Context: an optimization exercise on an open-source flow, tuned for small area, a short achievable clock period and few clock cycles. The choices shown serve that exercise and are no tape-out recipe.
Power figures rest on the tool's default switching activity, not on a simulated workload.

==> flow/design.v <==
module racebox_decoder (
    input  wire        clk,
    input  wire        rst,
    input  wire        in_valid,
    input  wire [7:0]  in_data,
    output wire        in_ready,
    output wire        frame_valid,
    output wire        ck_error,
    output wire [31:0] itow,
    output wire [15:0] year,
    output wire [7:0]  month,
    output wire [7:0]  day,
    output wire [7:0]  hour,
    output wire [7:0]  minute,
    output wire [7:0]  second,
    output wire [7:0]  validity_flags,
    output wire [31:0] time_accuracy,
    output wire [31:0] nanoseconds,
    output wire [7:0]  fix_status,
    output wire [7:0]  fix_status_flags,
    output wire [7:0]  date_time_flags,
    output wire [7:0]  num_svs,
    output wire [31:0] longitude,
    output wire [31:0] latitude,
    output wire [31:0] wgs_altitude,
    output wire [31:0] msl_altitude,
    output wire [31:0] horizontal_accuracy,
    output wire [31:0] vertical_accuracy,
    output wire [31:0] speed,
    output wire [31:0] heading,
    output wire [31:0] speed_accuracy,
    output wire [31:0] heading_accuracy,
    output wire [15:0] pdop,
    output wire [7:0]  lat_lon_flags,
    output wire [7:0]  battery_status,
    output wire [15:0] gforce_x,
    output wire [15:0] gforce_y,
    output wire [15:0] gforce_z,
    output wire [15:0] rot_rate_x,
    output wire [15:0] rot_rate_y,
    output wire [15:0] rot_rate_z
);
    localparam       NB   = 82;       
    localparam [7:0] CK_A0 = 8'h50;   
    localparam [7:0] CK_B0 = 8'h9F;   
    reg [7:0]      in_q;
    reg            v_q;
    reg [8*NB-1:0] sr_q;        
    reg [6:0]      fill_q;      
    reg            primed_q;    
    reg [2:0]      hst_q;       
    reg [7:0]      ca_q;        
    reg [7:0]      cb_q;        
    reg            fv_q, ce_q;
    assign in_ready = 1'b1;
    wire [7:0] b1   = sr_q[7:0];
    wire [7:0] b81  = primed_q ? sr_q[8*80 +: 8] : 8'd0;
    wire [7:0] b82  = sr_q[8*81 +: 8];
    wire cand  = v_q && (fill_q == 7'd87) && (hst_q == 3'd5) && (b82 == 8'h00);
    wire ck_ok = (b1 == ca_q) && (in_q == cb_q);
    wire [7:0] ca_n = ca_q + b1 - b81;
    wire [7:0] cb_n = cb_q + ca_n - {b81[3:0], 4'd0} - {b81[1:0], 6'd0} - CK_A0;
    reg [2:0] hst_n;
    always @(*) begin
        case (hst_q)
            3'd0: hst_n = (b82 == 8'hB5) ? 3'd1 : 3'd0;
            3'd1: hst_n = (b82 == 8'h62) ? 3'd2 : (b82 == 8'hB5) ? 3'd1 : 3'd0;
            3'd2: hst_n = (b82 == 8'hFF) ? 3'd3 : (b82 == 8'hB5) ? 3'd1 : 3'd0;
            3'd3: hst_n = (b82 == 8'h01) ? 3'd4 : (b82 == 8'hB5) ? 3'd1 : 3'd0;
            3'd4: hst_n = (b82 == 8'h50) ? 3'd5 : (b82 == 8'hB5) ? 3'd1 : 3'd0;
            default: hst_n = (b82 == 8'hB5) ? 3'd1 : 3'd0;
        endcase
    end
    always @(posedge clk) begin
        v_q <= in_valid && !rst;
        in_q <= in_data;
        if (v_q)
            sr_q[8*NB-1:8] <= sr_q[8*NB-9:0];
        if (rst)
            sr_q[7:0] <= 8'd0;
        else if (v_q)
            sr_q[7:0] <= in_q;
    end
    always @(posedge clk) begin
        if (rst) begin
            fill_q   <= 7'd0;
            primed_q <= 1'b0;
            hst_q    <= 3'd0;
            ca_q     <= CK_A0;
            cb_q     <= CK_B0;
        end else if (v_q) begin
            if (cand && ck_ok)
                fill_q <= 7'd0;
            else if (fill_q != 7'd87)
                fill_q <= fill_q + 7'd1;
            if (fill_q == 7'd79)
                primed_q <= 1'b1;
            hst_q <= hst_n;
            ca_q  <= ca_n;
            cb_q  <= cb_n;
        end
    end
    always @(posedge clk) begin
        fv_q <= !rst && cand && ck_ok;
        ce_q <= !rst && cand && !ck_ok;
    end
    assign frame_valid = fv_q;
    assign ck_error    = ce_q;
    wire [7:0] p [0:79];
    genvar g;
    generate
        for (g = 0; g < 80; g = g + 1) begin : g_payload
            assign p[g] = sr_q[8*(81 - g) +: 8];
        end
    endgenerate
    assign itow                = {p[3], p[2], p[1], p[0]};
    assign year                = {p[5], p[4]};
    assign month               = p[6];
    assign day                 = p[7];
    assign hour                = p[8];
    assign minute              = p[9];
    assign second              = p[10];
    assign validity_flags      = p[11];
    assign time_accuracy       = {p[15], p[14], p[13], p[12]};
    assign nanoseconds         = {p[19], p[18], p[17], p[16]};
    assign fix_status          = p[20];
    assign fix_status_flags    = p[21];
    assign date_time_flags     = p[22];
    assign num_svs             = p[23];
    assign longitude           = {p[27], p[26], p[25], p[24]};
    assign latitude            = {p[31], p[30], p[29], p[28]};
    assign wgs_altitude        = {p[35], p[34], p[33], p[32]};
    assign msl_altitude        = {p[39], p[38], p[37], p[36]};
    assign horizontal_accuracy = {p[43], p[42], p[41], p[40]};
    assign vertical_accuracy   = {p[47], p[46], p[45], p[44]};
    assign speed               = {p[51], p[50], p[49], p[48]};
    assign heading             = {p[55], p[54], p[53], p[52]};
    assign speed_accuracy      = {p[59], p[58], p[57], p[56]};
    assign heading_accuracy    = {p[63], p[62], p[61], p[60]};
    assign pdop                = {p[65], p[64]};
    assign lat_lon_flags       = p[66];
    assign battery_status      = p[67];
    assign gforce_x            = {p[69], p[68]};
    assign gforce_y            = {p[71], p[70]};
    assign gforce_z            = {p[73], p[72]};
    assign rot_rate_x          = {p[75], p[74]};
    assign rot_rate_y          = {p[77], p[76]};
    assign rot_rate_z          = {p[79], p[78]};
endmodule
Settings: LEC_CHECK=0, CAP_MARGIN=20, CORE_MARGIN=2, CORE_UTILIZATION=75, PLACE_DENSITY=0.8, SLEW_MARGIN=20; clock period 100.0 ns.
standard.sh (not shown) runs the stock make flow with config.mk's settings and CLKGATE_MAP_FILE= SYNTH_SCRIPT=/design/flow/synth_recipe.tcl, a recipe that flattens the netlist after the stock synthesis.
==> flow/flow/run.sh <==
#!/bin/bash
# Standard ORFS layout with the smallest buffer on each port and a clock
# tree of mid-size buffers without dummy loads.
set -euo pipefail
export BUFFER_PORTS_ARGS="-buffer_cell sky130_fd_sc_hd__buf_1"
export CTS_ARGS="-sink_clustering_enable -repair_clock_nets -dont_use_dummy_load -buf_list sky130_fd_sc_hd__clkbuf_8 -sink_clustering_size 16 -sink_clustering_max_diameter 50"
bash standard.sh > flow_make.log 2>&1
The first run produced a clean layout.
Rerun with:
--- a/flow/design.v
+++ b/flow/design.v
@@ -44,10 +44,13 @@
     localparam [7:0] CK_A0 = 8'h50;   
     localparam [7:0] CK_B0 = 8'h9F;   
+    localparam [6:0] FILL_0  = 7'h01;   
+    localparam [6:0] FILL_79 = 7'h37;   
+    localparam [6:0] FILL_87 = 7'h31;   
     reg [7:0]      in_q;
     reg            v_q;
     reg [8*NB-1:0] sr_q;        
-    reg [6:0]      fill_q;      
+    reg [6:0]      fill_q;
     reg            primed_q;    
-    reg [2:0]      hst_q;       
+    reg [2:0]      hst_q;
     reg [7:0]      ca_q;        
     reg [7:0]      cb_q;        
@@ -57,5 +60,5 @@
     wire [7:0] b81  = primed_q ? sr_q[8*80 +: 8] : 8'd0;
     wire [7:0] b82  = sr_q[8*81 +: 8];
-    wire cand  = v_q && (fill_q == 7'd87) && (hst_q == 3'd5) && (b82 == 8'h00);
+    wire cand  = v_q && (fill_q == FILL_87) && (hst_q == 3'd5) && (b82 == 8'h00);
     wire ck_ok = (b1 == ca_q) && (in_q == cb_q);
     wire [7:0] ca_n = ca_q + b1 - b81;
@@ -77,4 +80,6 @@
         if (v_q)
             sr_q[8*NB-1:8] <= sr_q[8*NB-9:0];
+        if (v_q)
+            hst_q <= hst_n;
         if (rst)
             sr_q[7:0] <= 8'd0;
@@ -84,17 +89,15 @@
     always @(posedge clk) begin
         if (rst) begin
-            fill_q   <= 7'd0;
+            fill_q   <= FILL_0;
             primed_q <= 1'b0;
-            hst_q    <= 3'd0;
             ca_q     <= CK_A0;
             cb_q     <= CK_B0;
         end else if (v_q) begin
             if (cand && ck_ok)
-                fill_q <= 7'd0;
-            else if (fill_q != 7'd87)
-                fill_q <= fill_q + 7'd1;
-            if (fill_q == 7'd79)
+                fill_q <= FILL_0;
+            else if (fill_q != FILL_87)
+                fill_q <= {fill_q[5:0], fill_q[6] ^ fill_q[5]};
+            if (fill_q == FILL_79)
                 primed_q <= 1'b1;
-            hst_q <= hst_n;
             ca_q  <= ca_n;
             cb_q  <= cb_n;
What happened: Final cell count is lower by 1.2%; global-route usage rises by 1.8 points; register-to-register slack improves by 0.02 ns; sequential cell count is unchanged; sequential share of layout area came out higher by 0.48 points; maximum frequency came out lower by 0.42%; routed wire length rose by 6.1%; sequential power stays flat.
Function was not checked in any run of this note: the RTL went through the layout flow alone.

-- separate check: timing with driven ports --
Ports are ideal in the flow. The routed layouts listed here were re-timed in OpenROAD.
Step 1: set_driving_cell puts a clkbuf_16 on clk and a buf_2 on each other input, an assumption about the parent block.
Step 2 times the ports against the registers' clock, not the clock port: input delays grow and output delays shrink by t, the midpoint of the rising clock arrivals with the driver on.
Slacks: ideal / step 1 / step 2; pairs: ideal / step 1.
| run | shift t [ns] | slack for setup (ns) | slew at the worst register clock pin (ns) | worst slew at a driven data input, ns |
|---|---|---|---|---|
| the first run | 0.677 | 78.572 / 78.522 / 78.768 | 0.10 / 0.10 | 0.09 |
| the second run | 0.689 | 78.482 / 78.433 / 79.121 | 0.10 / 0.10 | 0.05 |
After both steps every run listed still meets setup and hold.
